Source: an optimization exercise on an open RTL-to-GDS flow (aim: small area, a short achievable clock period and few clock cycles). Production flows keep margins and buffers that such runs may drop.
RTL that was checked went through simulation tests only; none was proved equivalent to the original.
No activity file was given, so power comes from the tool's default toggle rates.

== exp/yarrow ==
==> flow/design.v <==
module sram_march (
    input  wire        clk,
    input  wire        rst,             
    input  wire [16:0] cfg_size,
    input  wire [7:0]  cfg_sections,
    input  wire [6:0]  cfg_overlap,
    input  wire        cfg_intraword,
    input  wire        step_valid,
    output reg         step_ready,
    output reg         sram_req,
    output reg         sram_we,
    output reg  [15:0] sram_addr,
    output reg  [7:0]  sram_wdata,
    input  wire        sram_gnt,
    input  wire        sram_rvalid,
    input  wire [7:0]  sram_rdata,
    output reg         done,
    output reg         done_bad,
    output reg  [7:0]  cursor,
    output reg         sram_fault
);
    localparam [2:0] S_DIV  = 3'd0,    
                     S_MUL  = 3'd1,    
                     S_LOAD = 3'd2,    
                     S_IDLE = 3'd3,
                     S_SET1 = 3'd4,    
                     S_SET2 = 3'd5,    
                     S_RUN  = 3'd6;
    localparam [2:0] P_SAVE    = 3'd0,
                     P_M1      = 3'd1,
                     P_M2      = 3'd2,
                     P_M3      = 3'd3,
                     P_M4      = 3'd4,
                     P_IW      = 3'd5,
                     P_RESTORE = 3'd6,
                     P_FIN     = 3'd7;    
    reg  [2:0]  state;
    reg  [2:0]  phase;
    reg  [3:0]  u;           
    reg  [15:0] J;           
    reg  [15:0] base;        
    reg  [16:0] endx;        
    reg  [15:0] B;
    reg  [14:0] O;           
    reg         iw;          
    reg         rnz;         
    reg         lastn;       
    reg         fl;          
    reg         bad;
    reg  [1:0]  occ;         
    reg         pend;        
    reg         msub;        
    reg  [3:0]  tag;         
    function [17:0] radd;
        input [16:0] a;
        input [16:0] b;
        input        ci;
        integer i;
        reg c;
        begin
            c = ci;
            for (i = 0; i < 17; i = i + 1) begin
                radd[i] = a[i] ^ b[i] ^ c;
                c = (a[i] & b[i]) | (c & (a[i] ^ b[i]));
            end
            radd[17] = c;
        end
    endfunction
    function [16:0] rinc;
        input [15:0] a;
        input        dn;
        integer i;
        reg c;
        begin
            c = 1'b1;
            for (i = 0; i < 16; i = i + 1) begin
                rinc[i] = a[i] ^ c;
                c = c & (a[i] ^ dn);
            end
            rinc[16] = c;
        end
    endfunction
    reg  [7:0]  expv;
    always @* begin
        case (tag[2:0])
            3'd0: expv = 8'h00;
            3'd1: expv = 8'hFF;
            3'd2: expv = 8'h55;
            3'd3: expv = 8'hAA;
            3'd4: expv = 8'h33;
            3'd5: expv = 8'hCC;
            3'd6: expv = 8'hF0;
            default: expv = 8'h0F;
        endcase
    end
    wire        bad_nx = bad | (sram_rvalid & tag[3] & (sram_rdata != expv));
    wire [16:0] a_id    = rinc(sram_addr, phase == P_M3);   
    wire        at_end  = (a_id == endx);
    wire        at_base = (sram_addr == base);
    wire        sec0    = (cursor == 8'd0);
    reg  [2:0]  n_phase;
    reg  [3:0]  n_u;
    reg  [1:0]  n_asel;      
    reg         n_azero;     
    reg         n_jswap;     
    reg         n_we;
    reg         n_copy;      
    reg  [7:0]  n_wd;
    function [3:0] tag_of;
        input [2:0] ph;
        input [3:0] uu;
        case (ph)
            P_M2, P_M4: tag_of = 4'b1000;
            P_M3:       tag_of = 4'b1001;
            P_IW:       tag_of = {1'b1, 3'd2 + uu[3:1]};
            default:    tag_of = 4'b0000;    
        endcase
    endfunction
    function [7:0] pat;
        input [2:0] v;
        case (v)
            3'd0: pat = 8'h55;
            3'd1: pat = 8'hAA;
            3'd2: pat = 8'h33;
            3'd3: pat = 8'hCC;
            3'd4: pat = 8'hF0;
            default: pat = 8'h0F;
        endcase
    endfunction
    always @* begin
        n_phase = phase;
        n_u     = 4'd0;
        n_asel  = 2'd0;
        n_azero = 1'b0;
        n_jswap = 1'b0;
        n_we    = 1'b0;
        n_copy  = 1'b0;
        n_wd    = 8'h00;
        case (phase)
            P_SAVE: begin
                if (!u[0]) begin
                    n_u = 4'd1; n_asel = 2'd3; n_jswap = 1'b1;
                    n_we = 1'b1; n_copy = 1'b1;
                end else if (!fl) begin
                    n_asel = 2'd3; n_jswap = 1'b1;
                end else begin
                    n_phase = P_M1; n_asel = 2'd2; n_we = 1'b1;
                end
            end
            P_M1: begin
                if (!at_end) begin
                    n_asel = 2'd1; n_we = 1'b1;
                end else begin
                    n_phase = P_M2; n_asel = 2'd2;
                end
            end
            P_M2: begin
                if (!u[0]) begin
                    n_u = 4'd1; n_we = 1'b1; n_wd = 8'hFF;
                end else if (!at_end) begin
                    n_asel = 2'd1;
                end else begin
                    n_phase = P_M3;
                end
            end
            P_M3: begin
                if (!u[0]) begin
                    n_u = 4'd1; n_we = 1'b1;
                end else if (!at_base) begin
                    n_asel = 2'd1;
                end else begin
                    n_phase = P_M4;
                end
            end
            P_M4: begin
                if (!at_end) begin
                    n_asel = 2'd1;
                end else if (iw) begin
                    n_phase = P_IW; n_asel = 2'd2; n_we = 1'b1; n_wd = 8'h55;
                end else if (!sec0) begin
                    n_phase = P_RESTORE; n_azero = 1'b1;
                end else begin
                    n_phase = P_FIN;
                end
            end
            P_IW: begin
                if (!u[0]) begin
                    n_u = {u[3:1], 1'b1};
                end else if (u != 4'd11) begin
                    n_u = {u[3:1] + 3'd1, 1'b0}; n_we = 1'b1; n_wd = pat(u[3:1] + 3'd1);
                end else if (!at_end) begin
                    n_asel = 2'd1; n_we = 1'b1; n_wd = 8'h55;
                end else if (!sec0) begin
                    n_phase = P_RESTORE; n_azero = 1'b1;
                end else begin
                    n_phase = P_FIN;
                end
            end
            default: begin  
                if (!u[0]) begin
                    n_u = 4'd1; n_asel = 2'd3; n_jswap = 1'b1;
                    n_we = 1'b1; n_copy = 1'b1;
                end else if (!at_end) begin
                    n_asel = 2'd3; n_jswap = 1'b1;
                end else begin
                    n_phase = P_FIN;
                end
            end
        endcase
    end
    function may_go;
        input [2:0] ph;
        input [3:0] uu;
        input       w;
        input [1:0] o;
        input [3:0] tg;
        begin
            if (ph == P_FIN || (w && (ph == P_SAVE || ph == P_RESTORE)))
                may_go = (o == 2'd0);
            else if (w)
                may_go = 1'b1;
            else
                may_go = (o == 2'd0) || ((o == 2'd1) && (tag_of(ph, uu) == tg));
        end
    endfunction
    wire       run  = (state == S_RUN);
    wire       acc  = sram_req & sram_gnt;           
    wire [1:0] occ_a = occ + {1'b0, ~sram_we};       
    wire [1:0] occ_am = occ_a - 2'd1;
    wire [1:0] occ_m  = occ - 2'd1;
    wire [3:0] etag = sram_we ? tag : tag_of(phase, u);
    wire       nx0  = may_go(n_phase, n_u, n_we, occ_a, etag);
    wire       nx1  = may_go(n_phase, n_u, n_we, occ_am, etag);
    wire       cu0  = may_go(phase, u, sram_we, occ, tag);
    wire       cu1  = may_go(phase, u, sram_we, occ_m, tag);
    wire       go_n = sram_rvalid ? nx1 : nx0;      
    wire       go_c = sram_rvalid ? cu1 : cu0;      
    wire       step_end = run & pend & (phase == P_FIN) &
                          (sram_rvalid ? (occ == 2'd1) : (occ == 2'd0));
    wire [16:0] p_dec = rinc({9'd0, O[6:0]}, 1'b1);
    reg  [16:0] g_y;
    reg         g_c;
    always @* begin
        case (state)
            S_DIV:   begin g_y = ~{9'd0, J[7:0]}; g_c = 1'b1; end    
            S_MUL:   begin g_y = msub ? ~17'd100 : {1'b0, B}; g_c = msub; end
            S_SET1:  begin g_y = ~{2'd0, O};      g_c = 1'b1; end    
            default: begin g_y = {1'b0, B};       g_c = 1'b0; end    
        endcase
    end
    wire [17:0] g_s  = radd(endx, g_y, g_c);
    wire        g_ge = g_s[17];                  
    wire [16:0] cur_inc = rinc({8'd0, cursor}, 1'b0);
    reg         is_nm1;      
    wire        wrap    = (is_nm1 & ~rnz) | lastn;
    always @(posedge clk) begin
        begin
            done   <= 1'b0;
            bad    <= bad_nx;
            is_nm1 <= (cur_inc[7:0] == cfg_sections);
            occ  <= occ + {1'b0, acc & ~sram_we} - {1'b0, sram_rvalid};
            if (step_ready && step_valid)
                step_ready <= 1'b0;
            if (sram_rvalid && !tag[3])
                sram_wdata <= sram_rdata;
            if (acc && !sram_we)
                tag <= tag_of(phase, u);
            case (state)
                S_LOAD: begin
                    endx      <= cfg_size;
                    J         <= {8'd0, cfg_sections};
                    O         <= {8'd0, cfg_overlap};
                    iw        <= cfg_intraword;
                    sram_addr <= 16'd0;
                    phase     <= P_SAVE;
                    state     <= S_DIV;
                end
                S_DIV: begin
                    if (g_ge) begin
                        endx      <= g_s[16:0];
                        sram_addr <= a_id[15:0];
                    end else begin
                        B         <= sram_addr;
                        rnz       <= (endx[7:0] != 8'd0);
                        endx      <= 17'd0;
                        sram_addr <= 16'd0;
                        msub      <= 1'b0;
                        state     <= S_MUL;
                    end
                end
                S_MUL: begin
                    if (msub) begin
                        if (g_ge) begin
                            endx      <= g_s[16:0];
                            sram_addr <= a_id[15:0];
                        end else begin
                            msub      <= 1'b0;
                        end
                    end else if (O[6:0] != 7'd0) begin
                        endx   <= g_s[16:0];
                        O[6:0] <= p_dec[6:0];
                        msub   <= 1'b1;
                    end else begin
                        O     <= sram_addr[14:0];
                        state <= S_IDLE;
                    end
                end
                S_IDLE: begin
                    if (!step_ready || step_valid)
                        state <= S_SET1;
                end
                S_SET1: begin
                    if (sec0) begin
                        base <= 16'd0;
                        endx <= {2'd0, O};
                    end else if (cursor == 8'd1) begin
                        base <= endx[15:0];
                        endx <= g_s[16:0];
                    end else begin
                        base <= g_s[15:0];
                    end
                    state <= S_SET2;
                end
                S_SET2: begin
                    if (lastn) endx <= cfg_size;
                    else       endx <= g_s[16:0];
                    sram_addr <= base;
                    J         <= 16'd0;
                    sram_req  <= 1'b1;
                    bad       <= 1'b0;
                    u         <= 4'd0;
                    fl        <= 1'b0;
                    if (sec0) begin
                        phase      <= P_M1;
                        sram_we    <= 1'b1;
                        sram_wdata <= 8'h00;
                    end else begin
                        phase      <= P_SAVE;
                        sram_we    <= 1'b0;
                    end
                    pend  <= 1'b0;
                    state <= S_RUN;
                end
                default: begin  
                    if (phase == P_SAVE && !u[0])
                        fl <= at_end;
                    if (!acc && pend && phase != P_FIN && go_c) begin
                        sram_req <= 1'b1;
                        pend     <= 1'b0;
                    end
                    if (step_end) begin
                        done       <= 1'b1;
                        done_bad   <= bad_nx;
                        if (bad_nx) sram_fault <= 1'b1;
                        cursor     <= wrap ? 8'd0 : cur_inc[7:0];
                        lastn      <= is_nm1 & rnz;
                        step_ready <= 1'b1;
                        pend       <= 1'b0;
                        state      <= S_IDLE;
                    end
                end
            endcase
            if (acc) begin
                phase   <= n_phase;
                u       <= n_u;
                sram_we <= n_we;
                if (n_we && !n_copy)
                    sram_wdata <= n_wd;
                if (n_azero)
                    sram_addr <= 16'd0;
                else case (n_asel)
                    2'd0: sram_addr <= sram_addr;
                    2'd1: sram_addr <= a_id[15:0];
                    2'd2: sram_addr <= base;
                    default: sram_addr <= J;
                endcase
                if (n_azero)      J <= base;
                else if (n_jswap) J <= a_id[15:0];
                sram_req <= go_n & (n_phase != P_FIN);
                pend     <= ~go_n | (n_phase == P_FIN);
            end
            if (rst) begin
                state      <= S_LOAD;
                cursor     <= 8'd0;
                lastn      <= 1'b0;
                done       <= 1'b0;
                sram_fault <= 1'b0;
                sram_req   <= 1'b0;
                pend       <= 1'b0;
                step_ready <= 1'b1;
                occ        <= 2'd0;
            end
        end
    end
endmodule
export LEC_CHECK = 0
export CAP_MARGIN = 20
export CORE_MARGIN = 2
export CORE_UTILIZATION = 70
export CTS_BUF_LIST = sky130_fd_sc_hd__clkbuf_4 sky130_fd_sc_hd__clkbuf_8
export CTS_CLUSTER_SIZE = 30
export PLACE_DENSITY = 0.75
export SLEW_MARGIN = 20
create_clock -name core_clock -period 42.0 [get_ports {clk}]
standard.sh (not shown) runs the stock make flow with config.mk's settings and CLKGATE_MAP_FILE= SYNTH_SCRIPT=/design/flow/synth_recipe.tcl, a recipe that flattens the netlist after the stock synthesis.
==> flow/flow/run.sh <==
#!/bin/bash
# The standard layout (standard.sh), with two changes: the ports are
# buffered with buf_2 cells, and timing repair aims for 32 ns of setup slack
# at the design's clock. standard.sh's full output goes to standard.log here.
set -euo pipefail
export BUFFER_PORTS_ARGS="-buffer_cell sky130_fd_sc_hd__buf_2"
export SETUP_SLACK_MARGIN=32.0
bash standard.sh > standard.log 2>&1
Testbench counts of exp/yarrow, summed over its fixed seeds: cycles 375,356.
Changes in exp/violet relative to exp/yarrow:
diff --git a/flow/design.v b/flow/design.v
--- a/flow/design.v
+++ b/flow/design.v
@@ -234,10 +234,9 @@
     wire       cu0  = may_go(phase, u, sram_we, occ, tag);
     wire       cu1  = may_go(phase, u, sram_we, occ_m, tag);
     wire       go_n = sram_rvalid ? nx1 : nx0;      
     wire       go_c = sram_rvalid ? cu1 : cu0;      
-    wire       step_end = run & pend & (phase == P_FIN) &
-                          (sram_rvalid ? (occ == 2'd1) : (occ == 2'd0));
+    wire       step_end = run & pend & (phase == P_FIN) & (occ == 2'd0);
     wire [16:0] p_dec = rinc({9'd0, O[6:0]}, 1'b1);
     reg  [16:0] g_y;
     reg         g_c;
     always @* begin
@@ -349,10 +348,10 @@
                         pend     <= 1'b0;
                     end
                     if (step_end) begin
                         done       <= 1'b1;
-                        done_bad   <= bad_nx;
-                        if (bad_nx) sram_fault <= 1'b1;
+                        done_bad   <= bad;
+                        if (bad) sram_fault <= 1'b1;
                         cursor     <= wrap ? 8'd0 : cur_inc[7:0];
                         lastn      <= is_nm1 & rnz;
                         step_ready <= 1'b1;
                         pend       <= 1'b0;
[summary]
- Relative to exp/yarrow, sequential share of cell area has decreased by 0.64 points in exp/violet.
- Re global-route track usage on met3: exp/violet and exp/yarrow aren't equal, and the higher value belongs to exp/yarrow.
- Against exp/yarrow as the reference, exp/violet delivers a higher die area.
- Summary of exp/violet over exp/yarrow: placer congestion estimate rose by about 1.6%, wire length of the first global-routing pass fell by about 1.1%.
- Core utilization ended up 0.17 points higher on exp/violet than on exp/yarrow.
- Going from exp/yarrow to exp/violet, internal power climbed 0.000058 W, fraction of power consumed by the clock network dropped 4.1 points, ratio of final minimum period to clock period barely changed.
- exp/violet against exp/yarrow: clock-buffer cell count picked up an extra 1, worst clock skew lost 0.0059 ns, final instance area saw an increase, slack of the critical path dropped 0.0074 ns, per-cell routed wire length decreased about 3%.
- Run comparison: exp/yarrow source of the critical timing path sram_addr[1]; exp/violet source of the critical timing path sram_addr[0]
- Run comparison: exp/yarrow leading power group registers; exp/violet leading power group combinational logic
Only the layout flow was run in exp/violet; the RTL was not checked for function there.

==> re-timing with driven ports <==
In the flow no input, the clock included, has a driving cell. The finished layouts below were timed again as built, in two steps. Step 1: set_driving_cell puts a clkbuf_16 on clk and a buf_2 on each other input, an assumption about the parent block. Step 2 times the ports against the registers' clock, not the clock port: input delays grow and output delays shrink by t, the midpoint of the rising clock arrivals with the driver on. Three values: ideal ports, drivers, drivers and shift; two values: the first two.
run | t, ns | setup slack, ns | worst setup path at the end | worst register clock-pin slew, ns | worst data-port slew with drivers (ns)
exp/yarrow | 0.513 | 32.080 / 32.041 / 31.612 | input to register | 0.09 / 0.09 | 0.05
exp/violet | 0.514 | 32.072 / 32.034 / 31.572 | input to register | 0.09 / 0.09 | 0.04
After both steps every run listed still meets setup and hold. The setup slack of exp/violet, which loses most, moves by -0.038 ns with the drivers and by -0.500 ns with both steps.
